Background: an optimization exercise with open tools, aiming at small area, a short achievable clock period and few clock cycles per item. Do not read the settings as production practice.
Where RTL was checked, it was by simulation tests only, not by an equivalence proof against the original.
Power is estimated from default activity; no workload was simulated.

## amber
// k7ce
module k7ce (
    input  wire        clk,
    input  wire        rst,         
    input  wire        cmd_valid,
    output reg         cmd_ready,
    input  wire [15:0] cmd_word,
    output reg         out_valid,
    input  wire        out_ready,
    output reg  [7:0]  out_byte,
    output wire [1:0]  st,
    output wire [7:0]  err,
    output wire        fault
);
    localparam KEY_MAX = 256;
    localparam WPORTS  = 16;    
    localparam [1:0] S_IDLE  = 2'd0,
                     S_RUN   = 2'd1,
                     S_FAULT = 2'd2;
    reg [1:0] state;
    reg [7:0] err_r;
    reg       mode;         
    reg [4:0] shift5;       
    reg       shbad;        
    reg       seedz;        
    reg [7:0] taps;
    reg       tapbad;
    reg       kempty;       
    reg       keyovf;
    reg       keybad;
    reg [7:0] wpos;         
    reg [7:0] p0n;          
    reg [7:0] qp;           
    reg [1:0] qpn;          
    reg       wok;          
    reg       kfull;        
    reg       do_push, do_data, do_start;
    reg       pwait;        
    reg [7:0] arg_r;        
    reg [7:0] ks_r;         
    reg [5*KEY_MAX-1:0] ring;
    reg [4:0] tap;          
    reg [7:0] lfsr;
    reg       v1;
    reg [7:0] b1;
    assign st    = state;
    assign err   = err_r;
    assign fault = state[1];
    wire take = cmd_valid & cmd_ready;
    wire [7:0] op  = cmd_word[15:8];
    wire [7:0] arg = cmd_word[7:0];
    wire arg0  = (arg == 8'h00);
    wire is_keypush  = (op == 8'h01);
    wire is_setshift = (op == 8'h02);
    wire is_setseed  = (op == 8'h03);
    wire is_tapadd   = (op == 8'h04);
    wire is_start    = (op[7:1] == 7'h04) & arg0;
    wire is_data     = (op == 8'h0A);
    wire is_end      = (op == 8'h0B) & arg0;
    wire is_rst      = (op == 8'h0F) & arg0;
    wire is_param = is_keypush | is_setshift | is_setseed | is_tapadd;
    wire legal    = is_param | is_start | is_data | is_end | is_rst;
    function is_alpha(input [7:0] c);
  ...
Size: ~3,200 cells after synthesis, about 1,400 flip-flops, ~41 I/O pins, about 44,000 um2 of cells after synthesis.
==> flow/config.mk <==
export PLATFORM = sky130hd
export DESIGN_NAME = k7ce
export DESIGN_NICKNAME = k7ce
export VERILOG_FILES = /design/flow/design.v
export SDC_FILE = /design/flow/constraint.sdc
export NUM_CORES = 4
export LEC_CHECK = 0
export CAP_MARGIN = 20
export CORE_MARGIN = 2
export CORE_UTILIZATION = 60
export CTS_CLUSTER_DIAMETER = 100
export CTS_CLUSTER_SIZE = 22
export PLACE_DENSITY = 0.75
export SETUP_SLACK_MARGIN = 5
export SLEW_MARGIN = 20
==> flow/constraint.sdc <==
create_clock -name core_clock -period 8.0 [get_ports {clk}]
set_input_delay 1.6000 -clock core_clock [delete_from_list [all_inputs] [get_ports {clk}]]
set_output_delay 1.6000 -clock core_clock [all_outputs]
set_load 0.01 [all_outputs]
run.sh (not shown) runs the stock make flow with config.mk's settings and CLKGATE_MAP_FILE= SYNTH_SCRIPT=/design/flow/synth_recipe.tcl, a recipe that flattens the netlist after the stock synthesis.
Both conditions hold for amber: the flow ran to the end and the final layout passed the timing, DRC and antenna checks.
Testbench counts of amber, summed over its fixed seeds: cycles 65,243, bytes 28,492.
What maple does differently from amber at the input level:
Settings: changing CTS_CLUSTER_SIZE from 22 to 26.
- Compared with amber, maple ends up with a smaller final cell area.
- maple ends up with lower actual slew at the worst max-slew pin than amber does.
- The start-to-end type of the worst setup path comes out flip-flop to flip-flop in one run and input pin to flip-flop in the other, namely in maple and amber respectively.
- Diff amber..maple | synthesized cell count | unchanged
- Of maple and amber, it is maple that has the lower buffer count excluding the clock tree in the final layout.
- Going from amber to maple, minimum period implied by the final worst setup slack has increased, layout overhead on the synthesized area has decreased, standby leakage power has decreased.
- Aggregate global routing overflow delta (amber -> maple): insignificant

========
## old
Another version of the RTL of k7ce (not shown whole).
For scale: roughly 1400 flip-flops, roughly 41 I/O pins, about 44000 µm² of cells after synthesis.
// k7ce
module k7ce (
    input  wire        clk,
    input  wire        rst,         
    input  wire        cmd_valid,
    output reg         cmd_ready,
    input  wire [15:0] cmd_word,
    output reg         out_valid,
    input  wire        out_ready,
    output reg  [7:0]  out_byte,
    output wire [1:0]  st,
    output wire [7:0]  err,
    output wire        fault
);
    localparam KEY_MAX = 256;
    localparam WPORTS  = 16;    
    localparam [1:0] S_IDLE  = 2'd0,
                     S_RUN   = 2'd1,
                     S_FAULT = 2'd2;
    reg [1:0] state;
    reg [7:0] err_r;
    reg       mode;         
    reg [4:0] shift5;       
    reg       shbad;        
    reg [7:0] soff;         
    reg [7:0] seed;
    reg       seedz;        
    reg [7:0] taps;
    reg       tapbad;
    reg       kempty;       
    reg       keyovf;
    reg       keybad;
    reg [7:0] wpos;         
    reg [7:0] p0n;          
    reg [7:0] ran;          
    reg [4:0] key0;         
    reg       wok;          
    reg       kfull;        
    reg       do_push, do_data, do_start;
    reg       pwait;        
    reg [7:0] arg_r;
    reg [5*KEY_MAX-1:0] ring;
    reg [4:0] tap;          
    reg [7:0] lfsr;
    reg       v1, v2;
    reg [7:0] b1, b2;
    assign st    = state;
    assign err   = err_r;
    assign fault = state[1];
    wire take = cmd_valid & cmd_ready;
    wire [7:0] op  = cmd_word[15:8];
    wire [7:0] arg = cmd_word[7:0];
    wire arg0  = (arg == 8'h00);
    wire is_keypush  = (op == 8'h01);
    wire is_setshift = (op == 8'h02);
    wire is_setseed  = (op == 8'h03);
    wire is_tapadd   = (op == 8'h04);
    wire is_start    = (op[7:1] == 7'h04) & arg0;
    wire is_data     = (op == 8'h0A);
    wire is_end      = (op == 8'h0B) & arg0;
    wire is_rst      = (op == 8'h0F) & arg0;
    wire is_param = is_keypush | is_setshift | is_setseed | is_tapadd;
    wire legal    = is_param | is_start | is_data | is_end | is_rst;
    function is_alpha(input [7:0] c);
        is_alpha = (c >= 8'h41 && c <= 8'h5A) || (c >= 8'h61 && c <= 8'h7A);
    endfunction
    wire pstore  = do_push & ~kfull & wok;
    wire [7:0] vflags = {2'b00,
                         tapbad,
                         seedz,
                         shbad,
                         keyovf | (do_push & kfull),
                         keybad | (pstore & ~is_alpha(arg_r)),
  ...
export LEC_CHECK = 0
export CAP_MARGIN = 20
export CORE_MARGIN = 2
export CORE_UTILIZATION = 40
export CTS_BUF_LIST = sky130_fd_sc_hd__clkbuf_4 sky130_fd_sc_hd__clkbuf_8
export CTS_CLUSTER_SIZE = 30
export PLACE_DENSITY = 0.6
export SETUP_SLACK_MARGIN = 5
export SLEW_MARGIN = 20
create_clock -name core_clock -period 8.0 [get_ports {clk}]
Input-level comparison between new and old:
Settings: changing CTS_CLUSTER_SIZE from 30 to 22; removing CTS_BUF_LIST (formerly sky130_fd_sc_hd__clkbuf_4 sky130_fd_sc_hd__clkbuf_8); setting CTS_CLUSTER_DIAMETER to 100 for the first time.
Findings:
new | stages: all done | timing, DRC, antenna: all pass
Compared to old, new has final worst-path setup slack 0.081 ns higher.
[new] wire length of the first global-routing pass fell 5300 µm relative to old
Taking old as the reference, in new power spent charging and discharging nets fell by 14%; total power has decreased.
No functional check of the RTL was part of any run of this note.

port drivers added, routing unchanged:
The results above use ideal ports. As a check the final layouts listed here were re-extracted and re-timed, cells and wires unchanged.
Step 1 (the two cells are an assumption about what drives the block):
set clk [get_ports {clk}]
set_driving_cell -lib_cell sky130_fd_sc_hd__clkbuf_16 $clk
set_driving_cell -lib_cell sky130_fd_sc_hd__buf_2 [delete_from_list [all_inputs] $clk]
Step 2 adds t to the input delays and takes it off the output delays; t is the mean of the earliest and latest rising clock arrival at the registers after step 1. Input paths then give back, and output paths get back, about the clock's delay inside the block.
Three values: no drivers, after step 1, after step 2; two values: the first two.
| run | t, ns | slack for setup (ns) | latest minus earliest clock arrival (ns) | slew at the worst register clock pin (ns) | pins driven straight from the clock port |
|---|---|---|---|---|---|
| amber | 0.714 | 5.018 / 4.973 / 4.345 | 0.032 / 0.031 | 0.09 / 0.09 | 1 |
| maple | 0.740 | 4.954 / 4.933 / 4.324 | 0.030 / 0.030 | 0.11 / 0.11 | 1 |
| old | 0.927 | 4.814 / 4.814 / 4.129 | 0.050 / 0.051 | 0.07 / 0.07 | 1 |
| new | 0.721 | 4.894 / 4.894 / 4.302 | 0.040 / 0.040 | 0.10 / 0.10 | 1 |
After both steps every run listed still meets setup and hold. The setup slack of old, which loses most, moves by 0.000 ns with the drivers and by -0.685 ns with both steps.
